This is an optimization exercise on Yosys and OpenROAD, whose aim is small area, not a production implementation.
Function was checked by simulation only, so behaviour that the tests miss may differ from the original.
Power is estimated from default activity; no workload was simulated. The clock port is modelled as an ideal driver; clocking choices that lean on that would not hold on a real chip.

`flow/config.mk`:
```
export PLATFORM = sky130hd
export DESIGN_NAME = frame_detector
export DESIGN_NICKNAME = frame_detector
export VERILOG_FILES = /design/flow/design.v
export SDC_FILE = /design/flow/constraint.sdc
export NUM_CORES = 4
export LEC_CHECK = 0
export ABC_AREA = 1
export CAP_MARGIN = 20
export CORE_MARGIN = 2
export CORE_UTILIZATION = 40
export SLEW_MARGIN = 20
```
`flow/standard.sh`:
```
#!/bin/bash
# synth_recipe.tcl (not shown) runs the flow's synth.tcl, then flattens the netlist and writes it again
# the make line also repeats each setting of config.mk as NAME=value (left out here)
make -C /OpenROAD-flow-scripts/flow DESIGN_CONFIG=/design/flow/config.mk WORK_HOME=/design/flow/orfs CLKGATE_MAP_FILE= SYNTH_SCRIPT=/design/flow/synth_recipe.tcl "${@:-finish}"
```
`flow/constraint.sdc`:
```
create_clock -name core_clock -period 20.0 [get_ports {clk}]
set_input_delay 4.0000 -clock core_clock [delete_from_list [all_inputs] [get_ports {clk}]]
set_output_delay 4.0000 -clock core_clock [all_outputs]
set_load 0.01 [all_outputs]
```
`flow/design.v`:
```
module frame_detector (
    input  wire         clk,
    input  wire         rst,           
    input  wire [9:0]   w,             
    output reg  [2:0]   outcome,
    output reg  [1:0]   dec,
    output wire [5:0]   frm_len,
    output wire [311:0] frm,           
    output reg          ev_valid,
    output wire [5:0]   ev_len,
    output wire [287:0] ev_id,         
    output reg          diag_valid,
    output reg  [2:0]   diag_code
);
    localparam integer CAP = 40;
    localparam integer NF  = CAP - 1;   
    localparam integer NP  = 32;        
    localparam [1:0] OP_IDLE   = 2'd0;
    localparam [1:0] OP_BYTE   = 2'd1;
    localparam [1:0] OP_CLOSED = 2'd2;
    localparam [1:0] OP_ATTACH = 2'd3;
    localparam [7:0] STX = 8'h02;
    localparam [7:0] ETX = 8'h03;
    localparam [7:0] CR  = 8'h0D;
    localparam [7:0] LF  = 8'h0A;
    localparam [2:0] OC_INCOMPLETE = 3'd0;
    localparam [2:0] OC_COMPLETE   = 3'd1;
    localparam [2:0] OC_OVERFLOW   = 3'd2;
    localparam [2:0] OC_CLOSED     = 3'd3;
    localparam [2:0] OC_REJECTED   = 3'd4;
    localparam [1:0] DEC_OK       = 2'd0;
    localparam [1:0] DEC_NO_START = 2'd1;
    localparam [1:0] DEC_NO_TERM  = 2'd2;
    localparam [2:0] DG_OVERFLOW = 3'd1;
    localparam [2:0] DG_NO_START = 3'd2;
    localparam [2:0] DG_NO_TERM  = 3'd3;
    localparam [2:0] DG_CLOSED   = 3'd4;
    localparam [2:0] DG_REJECTED = 3'd5;
    wire [1:0] op = w[9:8];
    wire [7:0] d  = w[7:0];
    reg [8*NF-1:0] buf_q;     
    reg [8*NP-1:0] pay_q;     
    reg [5:0] len_q;          
    reg       closed_q;       
    reg       stx_q;          
    reg       term_q;         
    reg       cr_q;           
    reg [5:0] plast_q;        
    reg [1:0] spos_q;         
    wire is_byte = (op == OP_BYTE);
    wire full    = len_q[5] & len_q[3];            
    wire is_etx  = (d == ETX);
    wire store   = is_byte && !full && !is_etx;
    wire empty   = rst || op[1] || (is_byte && (full || is_etx));
    wire [5:0] pnext = plast_q + 6'd1;
    wire [3:0] pnext_hi = pnext[5] ? 4'd0 : (4'd1 << pnext[4:3]);
    wire [7:0] pnext_lo = 8'd1 << pnext[2:0];
    wire [4:0] len_hi = { len_q[5],
                          len_q[4] &  len_q[3],
                          len_q[4] & ~len_q[3],
                         ~len_q[4] &  len_q[3],
                         ~len_q[5] & ~len_q[4] & ~len_q[3] };
    wire [7:0] len_lo = 8'd1 << len_q[2:0];
    genvar g;
    generate
        for (g = 0; g < NF; g = g + 1) begin : g_buf
            always @(posedge clk)
                if (len_hi[g/8] && len_lo[g%8])
                    buf_q[8*g +: 8] <= d;
        end
        for (g = 0; g < NP; g = g + 1) begin : g_pay
            always @(posedge clk)
                if (pnext_hi[g/8] && pnext_lo[g%8])
                    pay_q[8*g +: 8] <= d;
        end
    endgenerate
    always @(posedge clk) begin
        if (empty) begin
            len_q  <= 6'd0;
            stx_q  <= 1'b0;
            term_q <= 1'b0;
            cr_q   <= 1'b0;
        end else if (store) begin
            len_q <= len_q + 6'd1;
            cr_q  <= (d == CR);
            if (!stx_q) begin
                if (d == STX) begin
                    stx_q   <= 1'b1;
                    plast_q <= 6'h3f;
                    spos_q  <= len_q[1:0];
                end
            end else if (!term_q) begin
                if (cr_q && d == LF)
                    term_q <= 1'b1;
                else
                    plast_q <= pnext;
            end
        end
        if (rst || op == OP_ATTACH)
            closed_q <= 1'b0;
        else if (op == OP_CLOSED)
            closed_q <= 1'b1;
    end
    assign frm     = buf_q;
    assign frm_len = len_q;
    assign ev_len  = plast_q;
    wire [7:0] b33 = buf_q[8*33 +: 8];
    wire [7:0] b34 = buf_q[8*34 +: 8];
    wire [7:0] b35 = buf_q[8*35 +: 8];
    wire [7:0] b36 = buf_q[8*36 +: 8];
    assign ev_id[8*NP-1:0] = pay_q;
    assign ev_id[8*32 +: 8] = spos_q[1] ? (spos_q[0] ? b36 : b35)
                                        : (spos_q[0] ? b34 : b33);
    assign ev_id[8*33 +: 8] = spos_q[1] ? b36
                                        : (spos_q[0] ? b35 : b34);
    assign ev_id[8*34 +: 8] = spos_q[0] ? b36 : b35;
    assign ev_id[8*35 +: 8] = b36;
    always @(*) begin
        outcome    = OC_INCOMPLETE;
        dec        = DEC_OK;
        ev_valid   = 1'b0;
        diag_valid = 1'b0;
        diag_code  = 3'd0;
        if (!rst) begin
            case (op)
                OP_BYTE: begin
                    if (closed_q) begin
                        outcome    = OC_REJECTED;
                        diag_valid = 1'b1;
                        diag_code  = DG_REJECTED;
                    end else if (full) begin
                        outcome    = OC_OVERFLOW;
                        diag_valid = 1'b1;
                        diag_code  = DG_OVERFLOW;
                    end else if (is_etx) begin
                        outcome = OC_COMPLETE;
                        if (!stx_q) begin
                            dec        = DEC_NO_START;
                            diag_valid = 1'b1;
                            diag_code  = DG_NO_START;
                        end else if (!term_q) begin
                            dec        = DEC_NO_TERM;
                            diag_valid = 1'b1;
                            diag_code  = DG_NO_TERM;
                        end else begin
                            ev_valid = 1'b1;
                        end
                    end
                end
                OP_CLOSED: begin
                    diag_valid = 1'b1;
                    if (closed_q) begin
                        outcome   = OC_REJECTED;
                        diag_code = DG_REJECTED;
                    end else begin
                        outcome   = OC_CLOSED;
                        diag_code = DG_CLOSED;
                    end
                end
                default: ;    
            endcase
        end
    end
endmodule
```
`flow/flow/run.sh`:
```
#!/bin/bash
# The standard ORFS layout (standard.sh), with two changes:
#  - the port buffers are the smallest buffer, sky130_fd_sc_hd__buf_1;
#  - the clock tree uses larger sink clusters and no dummy loads.
set -euo pipefail
cd "$(dirname "$0")/.."
bash standard.sh \
  BUFFER_PORTS_ARGS="-buffer_cell sky130_fd_sc_hd__buf_1" \
  CTS_ARGS="-sink_clustering_enable -repair_clock_nets -dont_use_dummy_load -sink_clustering_size 34 -sink_clustering_max_diameter 70" \
  finish > standard.log 2>&1
```
==> results.cfg, run 1 <==
[placed_design]
dp_hpwl_um = 37600
finalWeightedCongestion = 0.876
portBuffers = 633

[clock_network]
cts_inserted_buffers = 31
clkLatencyLatePin_ns = 0.62
htree_levels = 1
cts_tree = yes
path_clk_slew_ns = 0.05
cts_buffer_depth = 3
post_cts_resize_count = 0
hold_buffers = 0
cts_setup_buffers = 0
cts.sinks = 586
ctsRootBufferMaster = clkbuf_16

[sta]
rsz0062_at_grt = no
slew_viol_final = 0
setup_violations = 0
timing.final.hold_violations = 0
setup-tns-final_ns = 0
clock.fmax_mhz = 97.7
hold_ws_ns = 0.481
worst_pin_slew_ns = 0.994
fin_crit_ns = 10.24
max_slew_margin_pct = 33.5
skew_ns = 0.0658
fin_crit_sh_pct = 51.2

[synthesis]
ys_seq_area_share_pct = 91.0
synth-seq-cells = 586
syn_nets = 975
synth_async_sr_flop_share_pct = 0
avgSynthCellArea_um2 = 20.3
ys.flop_type = edfxtp_1
synthCells = 949
synth_warnings = 1
synth_edf_count = 576
synth_cell_types = 27
netlist_area_um2 = 19200

[setup_path]
end_kind = output port
arrival_ns = 6.24
cp.required_ns = 16.00
critPathLaunchType = primary input
critical_path.max_fanout = 74
crit_type = primary input to output port

[flow_run]
max-cap-violations = 0

[finish]
multiInputGateArea_um2 = 1390
final_cell_mix = buf_1 (625), edfxtp_1 (576), nor2_1 (96)
drive_gt1_share_pct = 3.92
nFillCells = 4076
synthToLayoutAreaGrowth_pct = 20.5
final_common_cell = buf_1
regArea_um2 = 17500
layout.nets = 1637

[grt]
overflow = 0
gr-usage-all-layers_pct = 20.7
antenna_found_initial = 0
grt_pass1_vias = 10300
grt_first_pass_wirelength_um = 74300
grt_max_degree = 75

[floorplanning]
core_um2 = 47600
start_util_pct = 40.4
die_h_um = 223
die_w_um = 223
rows = 80
die-area_um2 = 49800
io_pins = 634

[outcome]
status = no timing/DRC/antenna violations

[detailed_routing]
dr.pass1.iters = 7
drt_iter0_drc = 849
postRouteAntennaNets = 0
drc = 0
wl_per_cell_um = 24.5
vias = 10900
drt_wl_total_um = 54500
viasPerCell = 4.88

[min_path]
min_path_type = register to register

[pwr]
p_per_area_nw_per_um2 = 86.8
p_leak_uw = 0.00729
peakVddDrop_mv = 0.0810
==> final cells by class <==
| type | count | share of cell area [%] |
|---|---|---|
| tap | 615 | 3.32 |
| timing repair buffer | 646 | 10.7 |
| sequential | 586 | 75.5 |
| inverter | 66 | 1.07 |
| multi-input combinational | 280 | 6.01 |
| clock buffer | 31 | 3.35 |
| antenna | 1 | 0.0108 |
==> metrics by stage <==
step | utilization [%] | instances | power [uW] | area [um2] | setup slack (ns)
after floorplan | - | 949 | 1380 | 19200 | 11.07
after global placement | 47.0 | 2193 | 1410 | 22400 | 9.80
after detailed placement | 47.0 | 2193 | 1410 | 22400 | 9.75
after CTS | 48.6 | 2224 | 2030 | 23200 | 9.73
after global routing | 48.6 | 2224 | 2060 | 23200 | 9.52
final | 48.6 | 2225 | 2010 | 23200 | 9.76
==> cell families after synthesis <==
| family | after synthesis | share of synthesized area [%] |
|---|---|---|
| buf+inv | 83 | 1.80 |
| xor+xnor | 5 | 0.228 |
| fa+ha+maj | 14 | 0.911 |
| compound gates | 58 | 1.73 |
| simple gates | 203 | 4.35 |
| flops | 586 | 91.0 |
==> critical path: stages <==
cell and delay (ns):
buf_2 0.08, buf_4 0.70, nand2_1 0.17, inv_1 0.10, nand2_1 0.10, nor2_4 0.21
nand4_2 0.23, nor3_1 0.41, buf_1 0.22
==> final timing paths <==
path,startpoint,endpoint,slack (ns),cells after the start
max,w[1],dec[1],9.76,9
min,cr_q,cr_q,0.48,2
max reg2reg,plast_q[0],pay_q[66],17.18,5
min reg2reg,cr_q,cr_q,0.48,2
==> registers in the layout (all words and copies together), names as in the netlist <==
name	flops
buf_q	312
closed_q	1
cr_q	1
len_q	6
pay_q	256
plast_q	6
spos_q	2
stx_q	1
term_q	1
==> routing by layer <==
layer | up-vias | wire (um) | track usage [%]
met5 | - | 0 | 0
met4 | 0 | 1370 | 5.33
met3 | 67 | 3830 | 4.54
met2 | 488 | 28000 | 35.8
met1 | 5503 | 21300 | 26.6
li1 | 4794 | - | -
==> report_power, final <==
part / switching (uW) / internal [uW]
Clock: 353 / 274
Combinational: 31.6 / 4.77
Sequential: 0.828 / 1350
==> synth_stat cells (all sizes together), types with 4 or more instances <==
cell type / n / share of area, %
nand3: 18 / 0.47
inv: 66 / 1.3
buf: 12 / 0.42
clkbuf: 5 / 0.098
o211ai: 8 / 0.31
ha: 14 / 0.91
a21oi: 18 / 0.47
nor3: 4 / 0.10
nor2: 100 / 2.1
xor2: 5 / 0.23
o21ai: 23 / 0.60
nand2: 76 / 1.5
a211oi: 7 / 0.27
dfxtp: 10 / 1.0
edfxtp: 576 / 90
==> run 2: changes to the inputs <==
--- a/flow/design.v
+++ b/flow/design.v
@@ -77,8 +77,9 @@
     always @(posedge clk) begin
         if (empty) begin
-            len_q  <= 6'd0;
-            stx_q  <= 1'b0;
-            term_q <= 1'b0;
-            cr_q   <= 1'b0;
+            len_q   <= 6'd0;
+            stx_q   <= 1'b0;
+            term_q  <= 1'b0;
+            cr_q    <= 1'b0;
+            plast_q <= 6'h3f;
         end else if (store) begin
             len_q <= len_q + 6'd1;
@@ -87,5 +88,4 @@
                 if (d == STX) begin
                     stx_q   <= 1'b1;
-                    plast_q <= 6'h3f;
                     spos_q  <= len_q[1:0];
                 end
--- a/flow/flow/run.sh
+++ b/flow/flow/run.sh
@@ -7,4 +7,4 @@
 bash standard.sh \
   BUFFER_PORTS_ARGS="-buffer_cell sky130_fd_sc_hd__buf_1" \
-  CTS_ARGS="-sink_clustering_enable -repair_clock_nets -dont_use_dummy_load -sink_clustering_size 34 -sink_clustering_max_diameter 70" \
+  CTS_ARGS="-sink_clustering_enable -repair_clock_nets -dont_use_dummy_load -sink_clustering_size 30 -sink_clustering_max_diameter 100" \
   finish > standard.log 2>&1
--- a/flow/config.mk
+++ b/flow/config.mk
@@ -9,4 +9,4 @@
 export CAP_MARGIN = 20
 export CORE_MARGIN = 2
-export CORE_UTILIZATION = 40
+export CORE_UTILIZATION = 60
 export SLEW_MARGIN = 20
==> run 2 against run 1 <==
  * Sequential share of layout area rose by 1.4 points
  * Hold slack improved by 0.054 ns
  * Clock skew decreased by 0.027 ns
  * Fmax up 6.3%
  * Largest cell class unchanged
  * Critical path depth is 1 lower
  * First-iteration DRC count increased by 31%
  * Flip-flop and latch count unchanged
  * Non-clock buffer count is 3 lower
  * Still clean on timing, DRC and antenna
==> results.cfg, run 2 <==
[outcome]
status = no timing/DRC/antenna violations

[grt]
grt_pass1_vias = 10700
grt_max_degree = 73
gr-usage-all-layers_pct = 32.7
antenna_found_initial = 0
grt_first_pass_wirelength_um = 77600
overflow = 0

[setup_path]
critical_path.max_fanout = 72
crit_chain = clkbuf_2 > buf_4 > nor2_1 > nand2_1 > nor2_4 > nand3_1 > nor3b_1 > buf_1
crit_type = primary input to output port
critPathLaunchType = primary input
slowest_delay_ns = 0.35
cpMaxStageDelayCell = buf_4
cp.required_ns = 16.00
end_kind = output port
arrival_ns = 5.63

[clock_network]
hold_buffers = 0
path_clk_slew_ns = 0.11
post_cts_resize_count = 0
htree_levels = 1
cts_buffer_depth = 3
clkLatencyLatePin_ns = 0.56
ctsRootBufferMaster = clkbuf_16
cts_inserted_buffers = 23
cts_tree = yes
cts_setup_buffers = 0
cts.sinks = 586

[sta]
fin_crit_sh_pct = 48.2
setup_violations = 0
fin_crit_ns = 9.63
hold_ws_ns = 0.535
rsz0062_at_grt = no
timing.final.hold_violations = 0
clock.fmax_mhz = 104
skew_ns = 0.0385
max_slew_margin_pct = 32.5
slew_viol_final = 0
setup-tns-final_ns = 0
worst_pin_slew_ns = 1.01

[floorplanning]
core_um2 = 31600
die-area_um2 = 33500
io_pins = 634
rows = 65
die_w_um = 183
start_util_pct = 60.9
die_h_um = 183

[detailed_routing]
viasPerCell = 5.59
drt_wl_total_um = 55800
vias = 11200
wl_per_cell_um = 27.8
drc = 0
drt_iter0_drc = 1116
postRouteAntennaNets = 0
dr.pass1.iters = 5

[finish]
drive_gt1_share_pct = 3.61
layout.nets = 1633
regArea_um2 = 17400
regMostFlops = buf_q
final_cell_mix = buf_1 (625), edfxtp_1 (570), nor2_1 (101)
synthToLayoutAreaGrowth_pct = 17.9
reg_top3 = buf_q: 312 flops, pay_q: 256 flops
multiInputGateArea_um2 = 1460
antenna_cells = 0
post-route-util_pct = 71.8
final_common_cell = buf_1
nFillCells = 2067
largest_reg_flops = 312

[synthesis]
synth_most_common_cell = edfxtp_1
synthCells = 955
yosysTopAreaCell = edfxtp_1
avgSynthCellArea_um2 = 20.1
synth_warnings = 1
synth_edf_count = 570
netlist_area_um2 = 19200
synth-seq-cells = 586
synth.top_cell.area_share_pct = 89.1
synth_async_sr_flop_share_pct = 0
yosys-top-cells-count = edfxtp_1 (570), nor2_1 (101), nand2_1 (80)
syn_nets = 981
synth_area_leaders = edfxtp_1 (89%), nor2_1 (2.0%), dfxtp_1 (1.7%), nand2_1 (1.6%), inv_1 (1.1%)
ys.flop_type = edfxtp_1
ys_seq_area_share_pct = 90.7
synth_cell_types = 31

[pwr]
p_leak_uw = 0.00723
peakVddDrop_mv = 0.0794
p_per_area_nw_per_um2 = 84.9

[placed_design]
finalWeightedCongestion = 0.877
dp_hpwl_um = 39400
portBuffers = 633

[min_path]
min_path_type = register to register

[flow_run]
max-cap-violations = 0
-- run 2: path summary, 6_finish.rpt --
kind,from,end,slack (ns),cells past startpoint
min reg2reg,plast_q[4],plast_q[4],0.53,2
max,w[5],diag_code[1],10.37,8
max reg2reg,plast_q[1],pay_q[91],17.31,7
min,plast_q[4],plast_q[4],0.53,2
-- run 2: final cells by class --
class,instances,share of cell area (%)
Tap cell,402,2.22
Clock buffer,23,2.54
Multi-Input combinational cell,293,6.44
Timing Repair Buffer,643,10.9
Sequential cell,586,76.9
Inverter,60,0.994
-- run 2: cell families after synthesis --
kind of cell    synth area share [%]
flops                           90.7
simple gates                    4.88
buf+inv                         1.69
compound gates                  1.75
fa+ha+maj                      0.911
xor+xnor                      0.0456
-- run 2: critical path, delay by kind of cell --
kind          cells  cell delay, ns
buf+inv           3            0.60
simple gates      5            1.02
-- run 2: where the power goes --
part           total [uW]  internal [uW]  switching, uW  leakage [uW]
Clock                 537            208            329      0.000283
Combinational        37.2           4.97           32.2       0.00167
Sequential           1350           1350           1.34       0.00527
Total                1920           1560            363       0.00723
-- run 2: stage by stage --
stage                     setup WS [ns]  power (uW)  cell area (um2)  cells
after CTS                         10.36        1930            22700   2007
after global routing              10.19        1970            22700   2007
after global placement            10.42        1410            22100   1984
after floorplan                   11.00        1380            19200    955
after detailed placement          10.36        1410            22100   1984
final                             10.37        1920            22700   2007
-- run 2: routing by layer --
layer | routed length [um] | global-route usage [%]
met1 | 19000 | 39.4
met2 | 28600 | 56.4
met3 | 5590 | 9.33
met4 | 2610 | 12.8
met5 | 0 | 0

## static timing again, ports no longer ideal
The flow's constraints put no driver on any port. The routed layouts listed below were extracted and timed again, unchanged, in two steps.
Step 1 assumes that a clkbuf_16 drives the clock port and a buf_2 every other input.
Step 2 adds t to the input delays and takes it off the output delays; t is the mean of the earliest and latest rising clock arrival at the registers after step 1. Input paths then give back, and output paths get back, about the clock's delay inside the block.
a / b / c = ideal / step 1 / step 2; a / b = the first two.
| run | shift t [ns] | setup WS [ns] | cell pins on the clock port's net |
|---|---|---|---|
| run 1 | 0.637 | 9.762 / 9.741 / 9.741 | 1 |
| run 2 | 0.597 | 10.368 / 10.339 / 10.339 | 1 |
After both steps every run listed still meets setup and hold. The setup slack of run 2, which loses most, moves by -0.029 ns with the drivers and by -0.029 ns with both steps.
